Context: an optimization exercise on an open-source flow, tuned for small area. The choices shown serve that exercise and are no tape-out recipe. In this exercise RTL edits were held to simulation tests only and were not proved equivalent to the original. Power figures rest on the tool's default switching activity, not on a simulated workload.

==> flow/design.v (excerpt) <==
module wd1797_core (
    input  wire        clk,
    input  wire        rst,           
    input  wire [6:0]  init_track,    
    input  wire        tick,          
    input  wire        rd,
    input  wire        wr,
    input  wire [2:0]  addr,
    input  wire [7:0]  wdata,
    output reg  [7:0]  rdata,
    input  wire        ready_in,      
    output wire [6:0]  med_cyl,
    output wire        med_side,
    output wire [12:0] med_pos,
    input  wire [7:0]  med_byte,
    output wire        intrq,
    output wire        drq,
    output wire        busy,
    output wire        hld,
    output wire        hlt,
    output wire        index_pulse,
    output wire        tg43,
    output wire        dirc,
    output wire        track00
);
    localparam integer TRACK_LEN     = 7500;
    localparam integer SETTLE_T      = 1125;      
    localparam integer E_DELAY_T     = 563;       
    localparam integer HLT_DELAY_T   = 2250;      
    localparam integer HLD_IDLE_T    = 112500;    
    localparam integer DAM_WINDOW    = 43;
    localparam integer WRITE_GAP     = 22;
    localparam integer WRITE_MARK    = 16;
    localparam [4:0] P_IDLE      = 5'd0,
                     P_T1_STEP   = 5'd1,
                     P_T1_SETTLE = 5'd2,
                     P_T1_WAITHLT= 5'd3,
                     P_T1_VERIFY = 5'd4,
                     P_SEC_ID    = 5'd5,
                     P_RS_DAM    = 5'd6,
                     P_RA_SEARCH = 5'd7,
                     P_RS_DATA   = 5'd8,
                     P_RA_XFER   = 5'd9,
                     P_RT_XFER   = 5'd10,
                     P_RS_CRC    = 5'd11,
                     P_X_EDELAY  = 5'd12,
                     P_X_WAITHLT = 5'd13,
                     P_WS_GAP    = 5'd16,
                     P_WS_MARK   = 5'd17,
                     P_WS_DATA   = 5'd18,
                     P_WS_CRC    = 5'd19,
                     P_WT_XFER   = 5'd20;
    function [15:0] crc_step;
        input [15:0] c;
  ...
export LEC_CHECK = 0
export CAP_MARGIN = 20
export CORE_MARGIN = 2
export CORE_UTILIZATION = 40
export SLEW_MARGIN = 20
create_clock -name core_clock -period 10.0 [get_ports {clk}]
run.sh (not shown) runs the stock make flow with config.mk's settings and CLKGATE_MAP_FILE= SYNTH_SCRIPT=/design/flow/synth_recipe.tcl, a recipe that flattens the netlist after the stock synthesis.
The first run finished clean.
Edit:
==> flow/flow/run.sh (new file) <==
#!/bin/bash
# Standard ORFS flow, with the combinational logic of the standard synthesis
# re-mapped for area by ABC. Registers are kept as the very same cell
# instances (names and cell types) as the standard synthesis made them.
set -euo pipefail
R=orfs/results/${FLOW_PLATFORM}/wd1797_core/base
bash standard.sh synth > 1_standard_synth.log 2>&1
cp $R/1_2_yosys.v standard_synth.v
RESYN_IN=$PWD/standard_synth.v RESYN_OUT=$PWD/$R/1_2_yosys.v \
RESYN_SCRIPT=$PWD/flow/area.abc RESYN_STUBS=$PWD/flow/seq_stubs.v \
  yosys -c flow/resyn.tcl > 2_resyn_yosys.log 2>&1
rm -f $R/1_synth.odb $R/1_synth.sdc
bash standard.sh > 3_standard_finish.log 2>&1
==> flow/flow/area.abc (new file) <==
strash
&get -n
&st
&dch -f
&nf -R 1000
&put
mfs2 -a
strash
&get -n
&st
&dch -f
&nf -R 1000
&put
==> flow/flow/resyn.tcl (new file) <==
# Re-map the combinational logic of the standard synthesis netlist for area.
# Flip-flops stay the very same cell instances (same names, same cell types).
yosys -import
set lib $::env(FLOW_HOME)/platforms/sky130hd/lib/sky130_fd_sc_hd__tt_025C_1v80.lib
set in  $::env(RESYN_IN)
set out $::env(RESYN_OUT)
set script $::env(RESYN_SCRIPT)
set seq {sky130_fd_sc_hd__dfxtp_1 sky130_fd_sc_hd__dfxtp_2 sky130_fd_sc_hd__dfxtp_4 sky130_fd_sc_hd__edfxtp_1}
# every sequential cell of the netlist must be one of the stubbed ones
foreach c [split [exec grep -o {sky130_fd_sc_hd__[a-z0-9_]*} $in | sort -u] "\n"] {
  if {[regexp {__(df|edf|dl|sdf|sedf)} $c] && [lsearch $seq $c] < 0} { error "unexpected sequential cell $c" }
}
read_liberty -ignore_miss_func $lib
foreach c $seq { delete $c }
read_verilog -lib $::env(RESYN_STUBS)
read_verilog $in
hierarchy -top $::env(FLOW_TOP)
flatten -noscopeinfo
# the cell models' internal wire names must not name nets of the design
yosys rename -hide w:*.*
opt_clean -purge
abc -script $script -liberty $lib -dont_use *lpflow* -dont_use *probe*
opt_clean -purge
# swap the cell models for plain liberty blackboxes before checking/writing
delete sky130_fd_sc_hd__*
read_liberty -lib $lib
hilomap -singleton -hicell sky130_fd_sc_hd__conb_1 HI -locell sky130_fd_sc_hd__conb_1 LO
insbuf -buf sky130_fd_sc_hd__buf_4 A X
splitnets
opt_clean -purge
stat -liberty $lib
check -assert
write_verilog -noattr -nohex -nodec $out
==> flow/flow/seq_stubs.v (new file) <==
(* blackbox *) module sky130_fd_sc_hd__dfxtp_1 (input CLK, input D, output Q); endmodule
(* blackbox *) module sky130_fd_sc_hd__dfxtp_2 (input CLK, input D, output Q); endmodule
(* blackbox *) module sky130_fd_sc_hd__dfxtp_4 (input CLK, input D, output Q); endmodule
(* blackbox *) module sky130_fd_sc_hd__edfxtp_1 (input CLK, input D, input DE, output Q); endmodule
==> flow/standard.sh (new file) <==
#!/bin/bash
# synth_recipe.tcl (not shown) runs the flow's synth.tcl, then flattens the netlist and writes it again
# the make line also repeats each setting of config.mk as NAME=value (left out here)
make -C /OpenROAD-flow-scripts/flow DESIGN_CONFIG=/design/flow/config.mk WORK_HOME=/design/flow/orfs CLKGATE_MAP_FILE= SYNTH_SCRIPT=/design/flow/synth_recipe.tcl "${@:-finish}"
removed: flow/run.sh
The new run completed without violations; power came out lower by 3.8%; utilization came out higher by 2.2 points; area after synthesis came out lower by about 16%; wire length came out lower by 12%; worst setup slack got worse by 0.27 ns; via count came out lower by about 10%; design area came out lower by 12%; final cell count came out lower by about 10%; global-route usage came out higher by 0.82 points; hold slack improved by 0.015 ns; sequential share of layout area came out higher by 3.1 points.

[re-timing with driven ports]
How much do the figures lean on ideal ports? The routed layouts below were timed once more, with nothing changed but the port constraints.
Step 1: set_driving_cell puts a clkbuf_16 on clk and a buf_2 on each other input, an assumption about the parent block.
Step 2 adds t to the input delays and takes it off the output delays; t is the mean of the earliest and latest rising clock arrival at the registers after step 1. Input paths then give back, and output paths get back, about the clock's delay inside the block.
Three values: ideal, step 1, step 2; two values: the first two.
run | shift t [ns] | setup WS [ns] | hold slack, ns
the first run | 0.494 | 3.852 / 3.825 / 3.825 | 0.456 / 0.456 / 0.456
the second run | 0.475 | 3.581 / 3.561 / 3.358 | 0.471 / 0.471 / 0.471
After both steps every run listed still meets setup and hold. For the second run, which loses most, drivers alone change the setup slack by -0.020 ns; drivers and shift together by -0.223 ns.
